This is an optimization exercise on Yosys and OpenROAD, whose aim is small area, not a production implementation.
Only simulation tests tie the RTL to the original design; equivalence was not proved.
Power figures rest on the tool's default switching activity, not on a simulated workload.

==> juniper: inputs <==
==> flow/design.v <==
module aims_aoi3 (
    input  wire [2:0] d,
    input  wire [2:0] h,
    output wire       yn
);
    assign yn = ~|(d & h);
endmodule
module aims_sel8 (
    input  wire [7:0] d,
    input  wire [7:0] h,
    output wire       y
);
    wire n0, n1;
    aims_aoi3 u0 (.d(d[2:0]), .h(h[2:0]), .yn(n0));
    aims_aoi3 u1 (.d(d[5:3]), .h(h[5:3]), .yn(n1));
    wire n2 = ~((d[6] & h[6]) | (d[7] & h[7]));
    assign y = ~(n0 & n1 & n2);
endmodule
module aims_mux4 (
    input  wire [3:0] d,
    input  wire [1:0] s,
    output wire       y
);
    assign y = d[s];
endmodule
module aims_mux32 (
    input  wire [31:0] d,
    input  wire [4:0]  s,
    output wire        y
);
    wire [7:0] l1;
    wire [1:0] l2;
    genvar i;
    generate
        for (i = 0; i < 8; i = i + 1) begin : g1
            aims_mux4 u (.d(d[4*i+3:4*i]), .s(s[1:0]), .y(l1[i]));
        end
        for (i = 0; i < 2; i = i + 1) begin : g2
            aims_mux4 u (.d(l1[4*i+3:4*i]), .s(s[3:2]), .y(l2[i]));
        end
    endgenerate
    assign y = s[4] ? l2[1] : l2[0];
endmodule
module aims_mul_bit (
    input  wire acc,
    input  wire t,
    input  wire s,
    input  wire ci,
    output wire v,
    output wire co
);
    wire ts = t & s;
    assign v  = acc ^ ts ^ ci;
    assign co = (acc & ts) | (ci & (acc ^ ts));
endmodule
module aims_hr_bit (
    input  wire cap,
    input  wire it,
    input  wire m,
    input  wire sc,
    input  wire si,
    output wire y
);
    assign y = (cap & sc) | (it & si) | m;
endmodule
module aims_hr_hi (
    input  wire cap,
    input  wire it,
    input  wire sc,
    input  wire si,
    output wire y
);
    assign y = (cap & sc) | (it & si);
endmodule
module aims_core (
    input  wire         clk,
    input  wire         rst,           
    input  wire         host_we,
    input  wire [3:0]   host_addr,
    input  wire [63:0]  host_wdata,
    output wire [63:0]  host_rdata,
    input  wire [2:0]   rs_idx,
    output wire [31:0]  rs_data,
    output wire [9:0]   imem_addr,
    input  wire [127:0] imem_rdata
);
    localparam [2:0] ST_IDLE   = 3'd0;
    localparam [2:0] ST_RUN    = 3'd1;
    localparam [2:0] ST_HALT   = 3'd2;
    localparam [2:0] ST_CAPPED = 3'd3;
    localparam [2:0] ST_FAULT  = 3'd4;
    localparam [2:0] PH_LOAD  = 3'd0;
    localparam [2:0] PH_WAIT  = 3'd1;
    localparam [2:0] PH_DEC   = 3'd2;
    localparam [2:0] PH_PASS  = 3'd3;
    localparam [2:0] PH_DRAIN = 3'd4;
    reg [31:0] x0, x1, x2, x3, x4, x5;    
    reg [31:0] T;                         
    reg [30:0] acc;                       
    reg        cs;                        
    reg [2:0]  mi;                        
    reg        mvld;                      
    reg [31:0] ite, ito;                  
    reg [63:0] cap_n;
    reg [9:0]  pcr;                       
    reg [2:0]  state;
    reg [2:0]  ph;
    reg [4:0]  cnt;
    reg        zf;         
    reg        c_alu;      
    reg        c_pc;       
    reg        c_it;       
    reg        eqf;        
    reg        eqc;        
    reg        fc2;        
    reg        load_err;
    reg        le7;        
    reg [2:0]  ipsel;
    reg [10:0] plen;
    reg        cap_en;
    reg        cap_vld;    
    wire running = (state == ST_RUN);
    wire idle    = (state == ST_IDLE);
    wire p_load  = running & (ph == PH_LOAD);
    wire p_dec   = running & (ph == PH_DEC);
    wire rot     = running & (ph == PH_PASS);
    wire last    = (cnt == 5'd31);
    wire [3:0]  op     = imem_rdata[3:0];
    wire        op_bad = |imem_rdata[31:4];
    wire [31:0] la     = imem_rdata[63:32];
    wire [31:0] lb     = imem_rdata[95:64];
    wire [31:0] lc     = imem_rdata[127:96];
    reg a_is_reg, b_is_reg;
    always @(*) begin
        case (op)
            4'd9, 4'd10, 4'd13: a_is_reg = 1'b0;
            default:            a_is_reg = 1'b1;
        endcase
        case (op)
            4'd0, 4'd2, 4'd4, 4'd6, 4'd10, 4'd12, 4'd13, 4'd15: b_is_reg = 1'b1;
            default:                                            b_is_reg = 1'b0;
        endcase
    end
    wire a_bad = (|la[31:3]) | (la[2] & la[1]);
    wire b_bad = (|lb[31:3]) | (lb[2] & lb[1]);
    wire c_bad = (|lc[31:3]) | (lc[2] & lc[1]);
    wire idx_bad = (a_is_reg & a_bad) | (b_is_reg & b_bad) | c_bad;
    wire [2:0] ia = la[2:0];
    wire [2:0] ib = lb[2:0];
    wire [2:0] ic = lc[2:0];
    wire is_add = (op[3:1] == 3'd0);
    wire is_mul = (op[3:1] == 3'd1);
    wire is_and = (op[3:1] == 3'd2);
    wire is_or  = (op[3:1] == 3'd3);
    wire is_set = (op[3:1] == 3'd4);
    wire is_cmp = (op[3:2] == 2'd3) | (op[3:1] == 3'd5);
    wire is_gt  = (op == 4'd10) | (op == 4'd11) | (op == 4'd12);
    wire mulr   = (op == 4'd2);
    reg [2:0] psel;
    reg       p_x, p_la, p_lb;
    always @(*) begin
        psel = rs_idx; p_x = 1'b1; p_la = 1'b0; p_lb = 1'b0;
        if (running) begin
            if (ph == PH_LOAD) psel = ipsel;
            else begin
                psel = ia;
                p_x  = mulr;
                p_la = ~mulr & ~a_is_reg;
                p_lb = ~mulr & a_is_reg;
            end
        end
    end
    wire [7:0] ph8;
    genvar g;
    generate
        for (g = 0; g < 6; g = g + 1) begin : gh
            assign ph8[g] = p_x & ~zf & (psel == g);
        end
    endgenerate
    assign ph8[6] = p_la;
    assign ph8[7] = p_lb;
    wire [31:0] port;
    generate
        for (g = 0; g < 32; g = g + 1) begin : gport
            aims_sel8 u (.d({lb[g], la[g], x5[g], x4[g], x3[g], x2[g], x1[g], x0[g]}),
                         .h(ph8), .y(port[g]));
        end
    endgenerate
    assign rs_data   = port;
    assign imem_addr = pcr;
    wire [5:0] ro = {x5[0], x4[0], x3[0], x2[0], x1[0], x0[0]} & {6{~zf}};
    wire ra = ro[ia];
    wire rb = ro[ib];
    wire rp = ro[ipsel];
    wire tb;               
    aims_mux32 utb (.d(T), .s(cnt), .y(tb));
    wire a  = a_is_reg ? ra : tb;
    wire b  = b_is_reg ? rb : tb;
    wire bb    = b ^ is_cmp;
    wire s_add = a ^ bb ^ c_alu;
    wire c_add = (a & bb) | (a & c_alu) | (bb & c_alu);
    wire eqf_n = eqf & ~(a ^ b);
    wire [2:0] ms  = mulr ? ib : ia;
    wire s_mul = rot & mvld & ro[mi];
    wire [31:0] mv;
    wire [32:0] mc;
    wire [30:0] macc;
    wire        co15;
    assign mc[0] = 1'b0;
    generate
        for (g = 0; g < 31; g = g + 1) begin : gacc
            if (g == 15) begin : gsplit
                assign macc[g] = acc[g] ^ cs;
            end else begin : gplain
                assign macc[g] = acc[g];
            end
        end
        for (g = 0; g < 32; g = g + 1) begin : gmul
            if (g == 15) begin : gsplit
                aims_mul_bit u (.acc(macc[g]), .t(T[g]), .s(s_mul),
                                .ci(mc[g]), .v(mv[g]), .co(co15));
            end else begin : gplain
                aims_mul_bit u (.acc(g == 31 ? 1'b0 : macc[(g == 31) ? 0 : g]), .t(T[g]), .s(s_mul),
                                .ci(mc[g]), .v(mv[g]), .co(mc[g+1]));
            end
        end
    endgenerate
    assign mc[16] = acc[15] & cs;
    reg r;
    always @(*) begin
        r = 1'b0;
        if (is_add) r = s_add;
        if (is_mul) r = mv[0];
        if (is_and) r = a & b;
        if (is_or)  r = a | b;
        if (is_set) r = a;
    end
    wire ovf  = (a ^ b) & (s_add ^ a);
    wire lt   = s_add ^ ovf;
    wire flag = is_gt ? (~lt & ~eqf_n) : eqf_n;
    wire c_ip   = (ic == ipsel);
    wire inc_in = c_ip ? r : rp;
    wire inc_o  = inc_in ^ c_pc;
    wire [5:0] rin;
    wire [5:0] ov0, ov1;
    generate
        for (g = 0; g < 6; g = g + 1) begin : grin
            assign rin[g] = (ipsel == g) ? inc_o : ((ic == g) ? r : ro[g]);
            assign ov0[g] = last & is_cmp & (ic == g);
            assign ov1[g] = last & is_cmp & (ic == g) & c_ip;
        end
    endgenerate
    wire v0 = flag ^ c_ip;
    wire ie0 = ite[0] & ~zf;
    wire io0 = ito[0] & ~zf;
    wire n0  = ie0 ^ c_it;
    wire t1  = ie0 & c_it;
    wire n1  = io0 ^ t1;
    wire [31:0] cap_e, cap_o;
    generate
        for (g = 0; g < 32; g = g + 1) begin : gcap
            assign cap_e[g] = cap_n[2*g];
            assign cap_o[g] = cap_n[2*g+1];
        end
    endgenerate
    wire ce, co;
    aims_mux32 uce (.d(cap_e), .s(cnt), .y(ce));
    aims_mux32 uco (.d(cap_o), .s(cnt), .y(co));
    wire eqc_n   = eqc & ~(n0 ^ ce) & ~(n1 ^ co);
    wire cap_hit = cap_en & cap_vld & eqc_n;
    wire start = host_we & idle & (host_addr == 4'h7) & host_wdata[0] & ~load_err;
    wire to_drain = start | (rot & last & is_mul);
    wire pc_in_range = (port[31:11] == 21'd0) & (port[10:0] < plen);
    wire hi_zero = (host_wdata[63:11] == 53'd0);
    wire cap_ld  = host_we & idle & (host_addr == 4'h4);
    always @(posedge clk) begin
        if (rot) begin
            x0 <= {rin[0], x0[31:1]};
            x1 <= {rin[1], x1[31:1]};
            x2 <= {rin[2], x2[31:1]};
            x3 <= {rin[3], x3[31:1]};
            x4 <= {rin[4], x4[31:1]};
            x5 <= {rin[5], x5[31:1]};
            if (ov0[0]) x0[0] <= v0;
            if (ov0[1]) x1[0] <= v0;
            if (ov0[2]) x2[0] <= v0;
            if (ov0[3]) x3[0] <= v0;
            if (ov0[4]) x4[0] <= v0;
            if (ov0[5]) x5[0] <= v0;
            if (ov1[0]) x0[1] <= flag;
            if (ov1[1]) x1[1] <= flag;
            if (ov1[2]) x2[1] <= flag;
            if (ov1[3]) x3[1] <= flag;
            if (ov1[4]) x4[1] <= flag;
            if (ov1[5]) x5[1] <= flag;
            ite <= {n0, ite[31:1]};
            ito <= {n1, ito[31:1]};
        end
        if (cap_ld)
            cap_n <= host_wdata;
        if (p_dec)
            T <= port;
        acc   <= mv[31:1];
        cs    <= co15;
        if (p_dec) begin
            mi   <= ms;
            mvld <= is_mul;
        end
        if (p_load) pcr <= port[9:0];
        c_alu <= p_dec ? is_cmp : c_add;
        c_pc  <= p_dec | (inc_in & c_pc);
        c_it  <= p_dec | (io0 & t1);
        eqf   <= p_dec | eqf_n;
        eqc   <= p_dec | eqc_n;
        cnt   <= p_dec ? 5'd0 : (to_drain ? 5'd3 : cnt + 5'd1);
        if (rst) begin
            state    <= ST_IDLE;
            ph       <= PH_LOAD;
            zf       <= 1'b1;
            fc2      <= 1'b0;
            load_err <= 1'b0;
            le7      <= 1'b0;
            ipsel    <= 3'd1;
            plen     <= 11'd0;
            cap_en   <= 1'b0;
            cap_vld  <= 1'b0;
        end else begin
            if (host_we & idle) begin
                case (host_addr)
                    4'h1: begin
                        if (hi_zero & (host_wdata[10:3] == 8'd0) & ~(host_wdata[2] & host_wdata[1]))
                            ipsel <= host_wdata[2:0];
                        else if (!load_err) begin
                            load_err <= 1'b1;
                            le7      <= 1'b0;
                        end
                    end
                    4'h2: begin
                        if (hi_zero & (~host_wdata[10] | (host_wdata[9:0] == 10'd0)))
                            plen <= host_wdata[10:0];
                        else if (!load_err) begin
                            load_err <= 1'b1;
                            le7      <= 1'b1;
                        end
                    end
                    4'h3: cap_en <= host_wdata[0];
                    4'h4: cap_vld <= 1'b1;
                    default: ;
                endcase
            end
            if (start) begin
                state <= ST_RUN;
                ph    <= PH_DRAIN;
            end
            if (running) begin
                case (ph)
                    PH_LOAD: begin
                        if (pc_in_range) ph <= PH_WAIT;
                        else             state <= ST_HALT;
                    end
                    PH_WAIT: ph <= PH_DEC;
                    PH_DRAIN: if (last) ph <= PH_LOAD;
                    PH_DEC: begin
                        if (op_bad | idx_bad) begin
                            state <= ST_FAULT;
                            fc2   <= ~op_bad;
                        end else
                            ph <= PH_PASS;
                    end
                    PH_PASS: begin
                        if (last) begin
                            zf <= 1'b0;
                            if (cap_hit)     state <= ST_CAPPED;
                            else if (is_mul) ph <= PH_DRAIN;
                            else             ph <= PH_LOAD;
                        end
                    end
                endcase
            end
        end
    end
    wire fault = (state == ST_FAULT);
    wire sc = (host_addr == 4'h4) & cap_vld;
    wire si = (host_addr == 4'h5) & ~zf;
    reg [11:0] smf;
    always @(*) begin
        case (host_addr)
            4'h0:    smf = {2'd0, fault & fc2, fault & ~fc2,
                            1'b0, load_err, load_err & le7, load_err & le7,
                            load_err, state};
            4'h1:    smf = {9'd0, ipsel};
            4'h2:    smf = {1'b0, plen};
            4'h3:    smf = {11'd0, cap_en};
            4'h6:    smf = fault ? {2'd0, pcr} : 12'd0;
            default: smf = 12'd0;
        endcase
    end
    wire [63:0] itv;
    wire [63:0] capv = cap_n;
    generate
        for (g = 0; g < 32; g = g + 1) begin : gil
            assign itv[2*g]    = ite[g];
            assign itv[2*g+1]  = ito[g];
        end
        for (g = 0; g < 12; g = g + 1) begin : ghl
            aims_hr_bit u (.cap(capv[g]), .it(itv[g]), .m(smf[g]), .sc(sc), .si(si),
                           .y(host_rdata[g]));
        end
        for (g = 12; g < 64; g = g + 1) begin : ghh
            aims_hr_hi u (.cap(capv[g]), .it(itv[g]), .sc(sc), .si(si), .y(host_rdata[g]));
        end
    endgenerate
endmodule
==> flow/flow/run.sh <==
#!/bin/bash
export BUFFER_PORTS_ARGS="-buffer_cell sky130_fd_sc_hd__buf_1"
export CTS_ARGS="-sink_clustering_enable -repair_clock_nets -buf_list sky130_fd_sc_hd__clkbuf_8 -root_buf sky130_fd_sc_hd__clkbuf_8 -sink_clustering_size 17 -sink_clustering_max_diameter 60 -dont_use_dummy_load"
bash standard.sh > standard.log 2>&1
==> flow/standard.sh <==
#!/bin/bash
# synth_recipe.tcl (not shown) runs the flow's synth.tcl, then flattens the netlist and writes it again
# the make line also repeats each setting of config.mk as NAME=value (left out here)
make -C /OpenROAD-flow-scripts/flow DESIGN_CONFIG=/design/flow/config.mk WORK_HOME=/design/flow/orfs CLKGATE_MAP_FILE= SYNTH_SCRIPT=/design/flow/synth_recipe.tcl "${@:-finish}"
==> flow/config.mk <==
export PLATFORM = sky130hd
export DESIGN_NAME = aims_core
export DESIGN_NICKNAME = aims_core
export VERILOG_FILES = /design/flow/design.v
export SDC_FILE = /design/flow/constraint.sdc
export NUM_CORES = 4
export LEC_CHECK = 0
export CAP_MARGIN = 20
export CORE_MARGIN = 2
export CORE_UTILIZATION = 60
export PLACE_DENSITY = 0.75
export SLEW_MARGIN = 20
export SYNTH_HIERARCHICAL = 1
==> flow/constraint.sdc <==
create_clock -name core_clock -period 13.0 [get_ports {clk}]
set_input_delay 2.6000 -clock core_clock [delete_from_list [all_inputs] [get_ports {clk}]]
set_output_delay 2.6000 -clock core_clock [all_outputs]
set_load 0.01 [all_outputs]
==> inputs of violet, as changes to juniper <==
--- a/flow/design.v
+++ b/flow/design.v
@@ -1,45 +1,9 @@
-module aims_aoi3 (
-    input  wire [2:0] d,
-    input  wire [2:0] h,
-    output wire       yn
-);
-    assign yn = ~|(d & h);
-endmodule
 module aims_sel8 (
     input  wire [7:0] d,
     input  wire [7:0] h,
     output wire       y
 );
-    wire n0, n1;
-    aims_aoi3 u0 (.d(d[2:0]), .h(h[2:0]), .yn(n0));
-    aims_aoi3 u1 (.d(d[5:3]), .h(h[5:3]), .yn(n1));
-    wire n2 = ~((d[6] & h[6]) | (d[7] & h[7]));
-    assign y = ~(n0 & n1 & n2);
-endmodule
-module aims_mux4 (
-    input  wire [3:0] d,
-    input  wire [1:0] s,
-    output wire       y
-);
-    assign y = d[s];
-endmodule
-module aims_mux32 (
-    input  wire [31:0] d,
-    input  wire [4:0]  s,
-    output wire        y
-);
-    wire [7:0] l1;
-    wire [1:0] l2;
-    genvar i;
-    generate
-        for (i = 0; i < 8; i = i + 1) begin : g1
-            aims_mux4 u (.d(d[4*i+3:4*i]), .s(s[1:0]), .y(l1[i]));
-        end
-        for (i = 0; i < 2; i = i + 1) begin : g2
-            aims_mux4 u (.d(l1[4*i+3:4*i]), .s(s[3:2]), .y(l2[i]));
-        end
-    endgenerate
-    assign y = s[4] ? l2[1] : l2[0];
+    assign y = |(d & h);
 endmodule
 module aims_mul_bit (
     input  wire acc,
@@ -97,11 +61,9 @@
     reg [31:0] x0, x1, x2, x3, x4, x5;    
     reg [31:0] T;                         
     reg [30:0] acc;                       
-    reg        cs;                        
-    reg [2:0]  mi;                        
-    reg        mvld;                      
+    reg [5:0]  msel;                      
     reg [31:0] ite, ito;                  
-    reg [63:0] cap_n;
+    reg [31:0] cpe, cpo;                  
     reg [9:0]  pcr;                       
     reg [2:0]  state;
     reg [2:0]  ph;
@@ -192,40 +154,23 @@
     wire ra = ro[ia];
     wire rb = ro[ib];
     wire rp = ro[ipsel];
-    wire tb;               
-    aims_mux32 utb (.d(T), .s(cnt), .y(tb));
-    wire a  = a_is_reg ? ra : tb;
-    wire b  = b_is_reg ? rb : tb;
+    wire a  = a_is_reg ? ra : T[0];
+    wire b  = b_is_reg ? rb : T[0];
     wire bb    = b ^ is_cmp;
     wire s_add = a ^ bb ^ c_alu;
     wire c_add = (a & bb) | (a & c_alu) | (bb & c_alu);
     wire eqf_n = eqf & ~(a ^ b);
     wire [2:0] ms  = mulr ? ib : ia;
-    wire s_mul = rot & mvld & ro[mi];
+    wire s_mul = rot & |(ro & msel);
     wire [31:0] mv;
     wire [32:0] mc;
-    wire [30:0] macc;
-    wire        co15;
     assign mc[0] = 1'b0;
     generate
-        for (g = 0; g < 31; g = g + 1) begin : gacc
-            if (g == 15) begin : gsplit
-                assign macc[g] = acc[g] ^ cs;
-            end else begin : gplain
-                assign macc[g] = acc[g];
-            end
-        end
         for (g = 0; g < 32; g = g + 1) begin : gmul
-            if (g == 15) begin : gsplit
-                aims_mul_bit u (.acc(macc[g]), .t(T[g]), .s(s_mul),
-                                .ci(mc[g]), .v(mv[g]), .co(co15));
-            end else begin : gplain
-                aims_mul_bit u (.acc(g == 31 ? 1'b0 : macc[(g == 31) ? 0 : g]), .t(T[g]), .s(s_mul),
-                                .ci(mc[g]), .v(mv[g]), .co(mc[g+1]));
-            end
+            aims_mul_bit u (.acc(g == 31 ? 1'b0 : acc[(g == 31) ? 0 : g]), .t(T[g]), .s(s_mul),
+                            .ci(mc[g]), .v(mv[g]), .co(mc[g+1]));
         end
     endgenerate
-    assign mc[16] = acc[15] & cs;
     reg r;
     always @(*) begin
         r = 1'b0;
@@ -256,23 +201,20 @@
     wire n0  = ie0 ^ c_it;
     wire t1  = ie0 & c_it;
     wire n1  = io0 ^ t1;
-    wire [31:0] cap_e, cap_o;
-    generate
-        for (g = 0; g < 32; g = g + 1) begin : gcap
-            assign cap_e[g] = cap_n[2*g];
-            assign cap_o[g] = cap_n[2*g+1];
-        end
-    endgenerate
-    wire ce, co;
-    aims_mux32 uce (.d(cap_e), .s(cnt), .y(ce));
-    aims_mux32 uco (.d(cap_o), .s(cnt), .y(co));
-    wire eqc_n   = eqc & ~(n0 ^ ce) & ~(n1 ^ co);
+    wire eqc_n = eqc & ~(n0 ^ cpe[0]) & ~(n1 ^ cpo[0]);
     wire cap_hit = cap_en & cap_vld & eqc_n;
     wire start = host_we & idle & (host_addr == 4'h7) & host_wdata[0] & ~load_err;
     wire to_drain = start | (rot & last & is_mul);
     wire pc_in_range = (port[31:11] == 21'd0) & (port[10:0] < plen);
     wire hi_zero = (host_wdata[63:11] == 53'd0);
     wire cap_ld  = host_we & idle & (host_addr == 4'h4);
+    wire [31:0] wd_e, wd_o;
+    generate
+        for (g = 0; g < 32; g = g + 1) begin : gwd
+            assign wd_e[g] = host_wdata[2*g];
+            assign wd_o[g] = host_wdata[2*g+1];
+        end
+    endgenerate
     always @(posedge clk) begin
         if (rot) begin
             x0 <= {rin[0], x0[31:1]};
@@ -296,15 +238,25 @@
             ite <= {n0, ite[31:1]};
             ito <= {n1, ito[31:1]};
         end
-        if (cap_ld)
-            cap_n <= host_wdata;
+        if (cap_ld) begin
+            cpe <= wd_e;
+            cpo <= wd_o;
+        end else if (rot) begin
+            cpe <= {cpe[0], cpe[31:1]};
+            cpo <= {cpo[0], cpo[31:1]};
+        end
         if (p_dec)
             T <= port;
+        else if (rot & ~is_mul)
+            T <= {T[0], T[31:1]};
         acc   <= mv[31:1];
-        cs    <= co15;
         if (p_dec) begin
-            mi   <= ms;
-            mvld <= is_mul;
+            msel[0] <= is_mul & (ms == 3'd0);
+            msel[1] <= is_mul & (ms == 3'd1);
+            msel[2] <= is_mul & (ms == 3'd2);
+            msel[3] <= is_mul & (ms == 3'd3);
+            msel[4] <= is_mul & (ms == 3'd4);
+            msel[5] <= is_mul & (ms == 3'd5);
         end
         if (p_load) pcr <= port[9:0];
         c_alu <= p_dec ? is_cmp : c_add;
@@ -395,10 +347,11 @@
             default: smf = 12'd0;
         endcase
     end
-    wire [63:0] itv;
-    wire [63:0] capv = cap_n;
+    wire [63:0] capv, itv;
     generate
         for (g = 0; g < 32; g = g + 1) begin : gil
+            assign capv[2*g]   = cpe[g];
+            assign capv[2*g+1] = cpo[g];
             assign itv[2*g]    = ite[g];
             assign itv[2*g+1]  = ito[g];
         end
==> flow/run.sh (new file) <==
#!/bin/bash
# synth_recipe.tcl (not shown) runs the flow's synth.tcl, then flattens the netlist and writes it again
# the make line also repeats each setting of config.mk as NAME=value (left out here)
make -C /OpenROAD-flow-scripts/flow DESIGN_CONFIG=/design/flow/config.mk WORK_HOME=/design/flow/orfs CLKGATE_MAP_FILE= SYNTH_SCRIPT=/design/flow/synth_recipe.tcl finish
--- a/flow/config.mk
+++ b/flow/config.mk
@@ -7,7 +7,7 @@
 export LEC_CHECK = 0
 export CAP_MARGIN = 20
 export CORE_MARGIN = 2
-export CORE_UTILIZATION = 60
-export PLACE_DENSITY = 0.75
+export CORE_UTILIZATION = 40
+export PLACE_DENSITY = 0.6
 export SLEW_MARGIN = 20
 export SYNTH_HIERARCHICAL = 1
removed: flow/flow/run.sh
removed: flow/standard.sh
==> inputs of willow, as changes to juniper <==
--- a/flow/design.v
+++ b/flow/design.v
@@ -98,8 +98,6 @@
     reg [31:0] T;                         
     reg [30:0] acc;                       
     reg        cs;                        
-    reg [2:0]  mi;                        
-    reg        mvld;                      
     reg [31:0] ite, ito;                  
     reg [63:0] cap_n;
     reg [9:0]  pcr;                       
@@ -200,8 +198,7 @@
     wire s_add = a ^ bb ^ c_alu;
     wire c_add = (a & bb) | (a & c_alu) | (bb & c_alu);
     wire eqf_n = eqf & ~(a ^ b);
-    wire [2:0] ms  = mulr ? ib : ia;
-    wire s_mul = rot & mvld & ro[mi];
+    wire s_mul = rot & is_mul & (mulr ? rb : ra);
     wire [31:0] mv;
     wire [32:0] mc;
     wire [30:0] macc;
@@ -302,10 +299,6 @@
             T <= port;
         acc   <= mv[31:1];
         cs    <= co15;
-        if (p_dec) begin
-            mi   <= ms;
-            mvld <= is_mul;
-        end
         if (p_load) pcr <= port[9:0];
         c_alu <= p_dec ? is_cmp : c_add;
         c_pc  <= p_dec | (inc_in & c_pc);
==> notes <==
The highest utilization belongs to juniper, the lowest to violet.
The highest sequential share of layout area belongs to willow, the lowest to violet.
Total power: violet > willow > juniper.
Global-route usage: willow > juniper > violet.
Clock-buffer cell count is the same in juniper and willow.
In violet the synthesized area is larger than in willow, by about 4%.

[port drivers added, routing unchanged]
In the flow no input, the clock included, has a driving cell. The finished layouts below were timed again as built, in two steps. Step 1 sets driving cells, clkbuf_16 on the clock port and buf_2 on the other inputs (assumed; they add their load-dependent delay and slew). Step 2 also shifts input and output timing later by t, the mid clock arrival at the registers, as if the neighbouring blocks saw the same clock. Slacks: ideal ports / drivers / drivers and shift; pairs: ideal ports / drivers.
run | t, ns | setup slack, ns | worst setup path after step 2 | pins driven straight from the clock port
juniper | 0.643 | 4.044 / 4.044 / 4.044 | register to register | 1
violet | 0.628 | 0.303 / 0.303 / 0.303 | register to register | 1
willow | 0.637 | 2.468 / 2.492 / 1.854 | input to register | 1
After both steps setup and hold are still met in every run listed. For willow, which loses most, drivers alone change the setup slack by +0.024 ns; drivers and shift together by -0.614 ns.
